Context: an optimization exercise on an open-source flow, tuned for small area. The choices shown serve that exercise and are no tape-out recipe. RTL that was checked went through simulation tests only; none was proved equivalent to the original. Power and IR drop assume default switching activity.

job 7608:
==> module miltest_endpoint, before the edit <==
module miltest_endpoint #(
    parameter integer HB_TIMEOUT_TICKS = 1000
) (
    input  wire         clk,
    input  wire         rst,
    input  wire         tick,
    input  wire         rx_valid,
    output wire         rx_ready,
    input  wire [7:0]   rx_data,
    input  wire         rx_last,
    input  wire         rx_empty,
    output wire         tx_valid,
    input  wire         tx_ready,
    output reg  [7:0]   tx_data,
    output reg          tx_last,
    output reg          st_valid,
    output reg  [2:0]   st_code,
    output wire         safe,
    output wire         kill_latch,
    output wire [255:0] thrust_q
);
    function [9:0] lfsr_step(input [9:0] l);
        lfsr_step = {l[8:0], ~(l[9] ^ l[6])};
    endfunction
    function [9:0] lfsr_adv(input integer n);
        integer k;
        reg [9:0] l;
        begin
            l = 10'd0;
            for (k = 0; k < n; k = k + 1)
                l = lfsr_step(l);
            lfsr_adv = l;
        end
    endfunction
    localparam [9:0] WD_EXPIRED = lfsr_adv(HB_TIMEOUT_TICKS);
    reg  [9:0] wd;
    reg        kill_q;
    wire       expired = (wd == WD_EXPIRED);
    wire       is_safe = !kill_q && !expired;
    assign safe       = is_safe;
    assign kill_latch = kill_q;
    localparam [2:0] S_RX = 3'd0, S_P = 3'd1,
                     S_TA = 3'd4,    
                     S_TN = 3'd5,    
                     S_TK = 3'd6;    
    reg  [2:0] state;
    reg  [3:0] cnt;         
    assign rx_ready = (state == S_RX);
    assign tx_valid = state[2];
    wire k_ks   = state[1];
    wire k_ack  = !state[1] && !state[0];
    wire k_nack = !state[1] && state[0];
    wire p01 = !cnt[2] && !cnt[1];                  
    wire p0  = p01 && !cnt[0];
    wire p2  = cnt[1] && !cnt[0];
    wire p3  = cnt[1] && cnt[0];
    wire p4  = cnt[2];
    always @(*) begin
        tx_last    = (!k_ks && p3) || p4;
        tx_data[7] = !k_ks && p3;
        tx_data[6] = p01 || tx_last;
        tx_data[5] = tx_last;
        tx_data[4] = tx_last;
        tx_data[3] = p4;
        tx_data[2] = p01 || (k_nack && p3);
        tx_data[1] = p0 || (k_ks && p2) || (k_ack && p3) || p4;
        tx_data[0] = p0 || (!k_ack && p2) || (k_ack && p3) || p4;
    end
    reg  [7:0]  acc;         
    reg         match;       
    reg         bad_start;
    reg  [2:0]  id;
    reg         id_unknown;
    reg  [2:0]  ch;
    reg         ch_bad;
    reg  [31:0] val_n;       
    wire [31:0] val = ~val_n;
    wire take  = rx_ready && rx_valid;
    wire first = (cnt == 4'd0);
    wire empty = rx_ready && !rx_valid && rx_empty && first;
    wire [7:0] acc_base = {acc[0], acc[7:1]} & {8{!first}};
    wire [7:0] acc_p    = acc_base ^ rx_data;
    wire [7:0] acc_g    = acc_base & rx_data;
    wire [8:0] acc_c;
    assign acc_c[0] = 1'b0;
    genvar ai;
    generate
        for (ai = 0; ai < 8; ai = ai + 1) begin : g_acc_add
            assign acc_c[ai+1] = acc_g[ai] | (acc_p[ai] & acc_c[ai]);
        end
    endgenerate
    wire [7:0] acc_next = acc_p ^ acc_c[7:0];
    always @(posedge clk) begin
        if (take) begin
            acc   <= acc_next;
            match <= (rx_data == acc);
            if (first)
                bad_start <= (rx_data != 8'h47);
            else if (cnt == 4'd1 && rx_data != 8'h44)
                bad_start <= 1'b1;
            if (cnt == 4'd2) begin
                id         <= rx_data[2:0];
                id_unknown <= (rx_data[7:3] != 5'd0);
            end
            if (!rx_last) begin
                val_n  <= {val_n[23:0], ~rx_data};
                ch     <= val[26:24];
                ch_bad <= (val[31:27] != 5'd0);
            end
        end
    end
    wire len_ok = (id == 3'd3) ? (cnt[2:1] == 2'b10 && cnt[0]) :
                  (id == 3'd7) ? (cnt[3] && cnt[0]) :
                                 (cnt[2:1] == 2'b10 && !cnt[0]);
    reg [2:0] code;
    always @(*) begin
        if (cnt[3:2] == 2'b00)   code = 3'd1;
        else if (bad_start)      code = 3'd2;
        else if (id_unknown)     code = 3'd3;
        else if (!len_ok)        code = 3'd4;
        else if (!match)         code = 3'd5;
        else                     code = 3'd0;
    end
    wire frame_ok = (code == 3'd0);
    wire in_range = (!val[31] && !val[30] &&
                     !(val[29:23] == 7'h7F && val[22:0] != 23'd0)) ||
                    (val == 32'h8000_0000);
    wire proc      = (state == S_P);
    wire do_hb     = proc && frame_ok && (id == 3'd4);
    wire gated_ok  = proc && frame_ok && is_safe;
    wire do_kill   = gated_ok && (id == 3'd5);
    wire do_thrust = gated_ok && (id == 3'd7) && !ch_bad && in_range;
    wire [3:0] cnt_inc = cnt + 4'd1;
    always @(posedge clk) begin
        st_code <= code;
        if (rst) begin
            state    <= S_RX;
            cnt      <= 4'd0;
            st_valid <= 1'b0;
        end else begin
            st_valid <= proc;
            case (state)
                S_RX: begin
                    if (take) begin
                        if (!(cnt[3] && cnt[1]))
                            cnt <= cnt_inc;
                        if (rx_last)
                            state <= S_P;
                    end else if (empty) begin
                        state <= S_P;
                    end
                end
                S_P: begin
                    cnt <= 4'd0;
                    if (!frame_ok)
                        state <= S_RX;
                    else if (id == 3'd4 || do_kill || do_thrust)
                        state <= S_TA;
                    else if (id == 3'd2 && is_safe)
                        state <= S_TK;
                    else
                        state <= S_TN;
                end
                default: begin
                    if (tx_ready) begin
                        if (tx_last) begin
                            state <= S_RX;
                            cnt   <= 4'd0;
                        end else begin
                            cnt   <= cnt_inc;
                        end
                    end
                end
            endcase
        end
    end
    always @(posedge clk) begin
        if (rst)
            wd <= 10'd0;
        else if (do_hb)
            wd <= {9'd0, tick};
        else if (tick && !expired)
            wd <= lfsr_step(wd);
    end
    always @(posedge clk) begin
        if (rst)
            kill_q <= 1'b0;
        else if (do_kill)
            kill_q <= 1'b1;
    end
    wire [30:0] wdata = ~({val_n[31], val_n[29:0]} | {31{rst}});
    genvar gi;
    generate
        for (gi = 0; gi < 8; gi = gi + 1) begin : g_thrust
            reg [30:0] t;
            always @(posedge clk)
                if (rst || (do_thrust && ch == gi))
                    t <= wdata;
            assign thrust_q[32*gi +: 32] = {t[30], 1'b0, t[29:0]};
        end
    endgenerate
endmodule
==> flow/config.mk <==
export PLATFORM = sky130hd
export DESIGN_NAME = miltest_endpoint
export DESIGN_NICKNAME = miltest_endpoint
export VERILOG_FILES = /design/flow/design.v
export SDC_FILE = /design/flow/constraint.sdc
export NUM_CORES = 4
export LEC_CHECK = 0
export CAP_MARGIN = 0
export CORE_MARGIN = 2
export CORE_UTILIZATION = 70
export SLEW_MARGIN = 0
==> flow/constraint.sdc <==
create_clock -name core_clock -period 10.0 [get_ports {clk}]
set_input_delay 2.0000 -clock core_clock [delete_from_list [all_inputs] [get_ports {clk}]]
set_output_delay 2.0000 -clock core_clock [all_outputs]
set_load 0.01 [all_outputs]
standard.sh (not shown) runs the stock make flow with config.mk's settings and CLKGATE_MAP_FILE= SYNTH_SCRIPT=/design/flow/synth_recipe.tcl, a recipe that flattens the netlist after the stock synthesis.
==> flow/flow/run.sh <==
#!/bin/bash
set -euo pipefail
cd "$(dirname "$0")/.."
export BUFFER_PORTS_ARGS="-buffer_cell sky130_fd_sc_hd__buf_1"
export CTS_ARGS="-sink_clustering_enable -repair_clock_nets -dont_use_dummy_load -buf_list sky130_fd_sc_hd__clkbuf_4 -sink_clustering_size 10 -sink_clustering_max_diameter 40"
bash standard.sh > flow_make.log 2>&1
Job 7608 went all the way through the flow, and no timing, DRC or antenna check failed.
[inputs] job 8849 vs job 7608
--- a/flow/design.v
+++ b/flow/design.v
@@ -45,26 +45,21 @@
                      S_TK = 3'd6;    
     reg  [2:0] state;
     reg  [3:0] cnt;         
+    wire in_ta = (state == S_TA), in_tn = (state == S_TN), in_tk = (state == S_TK);
+    wire p0 = (cnt[2:0] == 3'd0), p1 = (cnt[2:0] == 3'd1), p2 = (cnt[2:0] == 3'd2);
+    wire p3 = (cnt[2:0] == 3'd3), p4 = cnt[2];
     assign rx_ready = (state == S_RX);
     assign tx_valid = state[2];
-    wire k_ks   = state[1];
-    wire k_ack  = !state[1] && !state[0];
-    wire k_nack = !state[1] && state[0];
-    wire p01 = !cnt[2] && !cnt[1];                  
-    wire p0  = p01 && !cnt[0];
-    wire p2  = cnt[1] && !cnt[0];
-    wire p3  = cnt[1] && cnt[0];
-    wire p4  = cnt[2];
     always @(*) begin
-        tx_last    = (!k_ks && p3) || p4;
-        tx_data[7] = !k_ks && p3;
-        tx_data[6] = p01 || tx_last;
+        tx_last    = ((in_ta | in_tn) & p3) | p4;
+        tx_data[7] = (in_ta | in_tn) & p3;
+        tx_data[6] = p0 | p1 | tx_last;
         tx_data[5] = tx_last;
         tx_data[4] = tx_last;
         tx_data[3] = p4;
-        tx_data[2] = p01 || (k_nack && p3);
-        tx_data[1] = p0 || (k_ks && p2) || (k_ack && p3) || p4;
-        tx_data[0] = p0 || (!k_ack && p2) || (k_ack && p3) || p4;
+        tx_data[2] = p0 | p1 | (in_tn & p3);
+        tx_data[1] = p0 | (in_tk & p2) | (in_ta & p3) | p4;
+        tx_data[0] = p0 | ((in_tn | in_tk) & p2) | (in_ta & p3) | p4;
     end
     reg  [7:0]  acc;         
     reg         match;       
@@ -130,7 +125,6 @@
     wire gated_ok  = proc && frame_ok && is_safe;
     wire do_kill   = gated_ok && (id == 3'd5);
     wire do_thrust = gated_ok && (id == 3'd7) && !ch_bad && in_range;
-    wire [3:0] cnt_inc = cnt + 4'd1;
     always @(posedge clk) begin
         st_code <= code;
         if (rst) begin
@@ -143,7 +137,7 @@
                 S_RX: begin
                     if (take) begin
                         if (!(cnt[3] && cnt[1]))
-                            cnt <= cnt_inc;
+                            cnt <= cnt + 4'd1;
                         if (rx_last)
                             state <= S_P;
                     end else if (empty) begin
@@ -167,7 +161,7 @@
                             state <= S_RX;
                             cnt   <= 4'd0;
                         end else begin
-                            cnt   <= cnt_inc;
+                            cnt   <= cnt + 4'd1;
                         end
                     end
                 end
## What came out
Count of unique library cells instantiated by Yosys: lower on job 7608
Job 8849 vs job 7608 — overall fraction of global-route tracks in use rose 0.32 points.
From job 8849 to job 7608, total overflow reported by the global router did not move at all.
Of job 8849 and job 7608, the lower worst slew slack as a fraction of its limit belongs to job 8849.
Design area, job 8849 and job 7608: larger value in job 8849
In the flow results for job 8849 and job 7608, the portion of total power attributed to combinational logic is smaller on job 8849.
For the via count, job 8849 came in 0.48% higher than job 7608 did.
On fmax, job 8849 does worse than job 7608.
On area growth from synthesis to final layout, job 8849 tracks job 7608 almost exactly.
Summary: with job 7608 as the reference, non-clock buffer instance count of the final layout in job 8849 moved down slightly.
The RTL of job 8849 was laid out without a check of its function.

what the ideal ports hide:
Ports are ideal in the flow. The routed layouts listed here were re-timed in OpenROAD.
Step 1 assumes that a clkbuf_16 drives the clock port and a buf_2 every other input.
Step 2 moves the port delays by t, midway between the first and last clock arrival at a register: inputs arrive t later, outputs are due t later. That takes back most of the time a late clock gives input paths.
a / b / c = ideal / step 1 / step 2; a / b = the first two.
run	t (ns)	setup slack, ns	pins driven straight from the clock port
job 7608	0.633	5.346 / 5.357 / 4.724	1
job 8849	0.623	5.254 / 5.264 / 4.641	1
After both steps every run listed still meets setup and hold. The setup slack of job 7608, which loses most, moves by +0.011 ns with the drivers and by -0.622 ns with both steps.
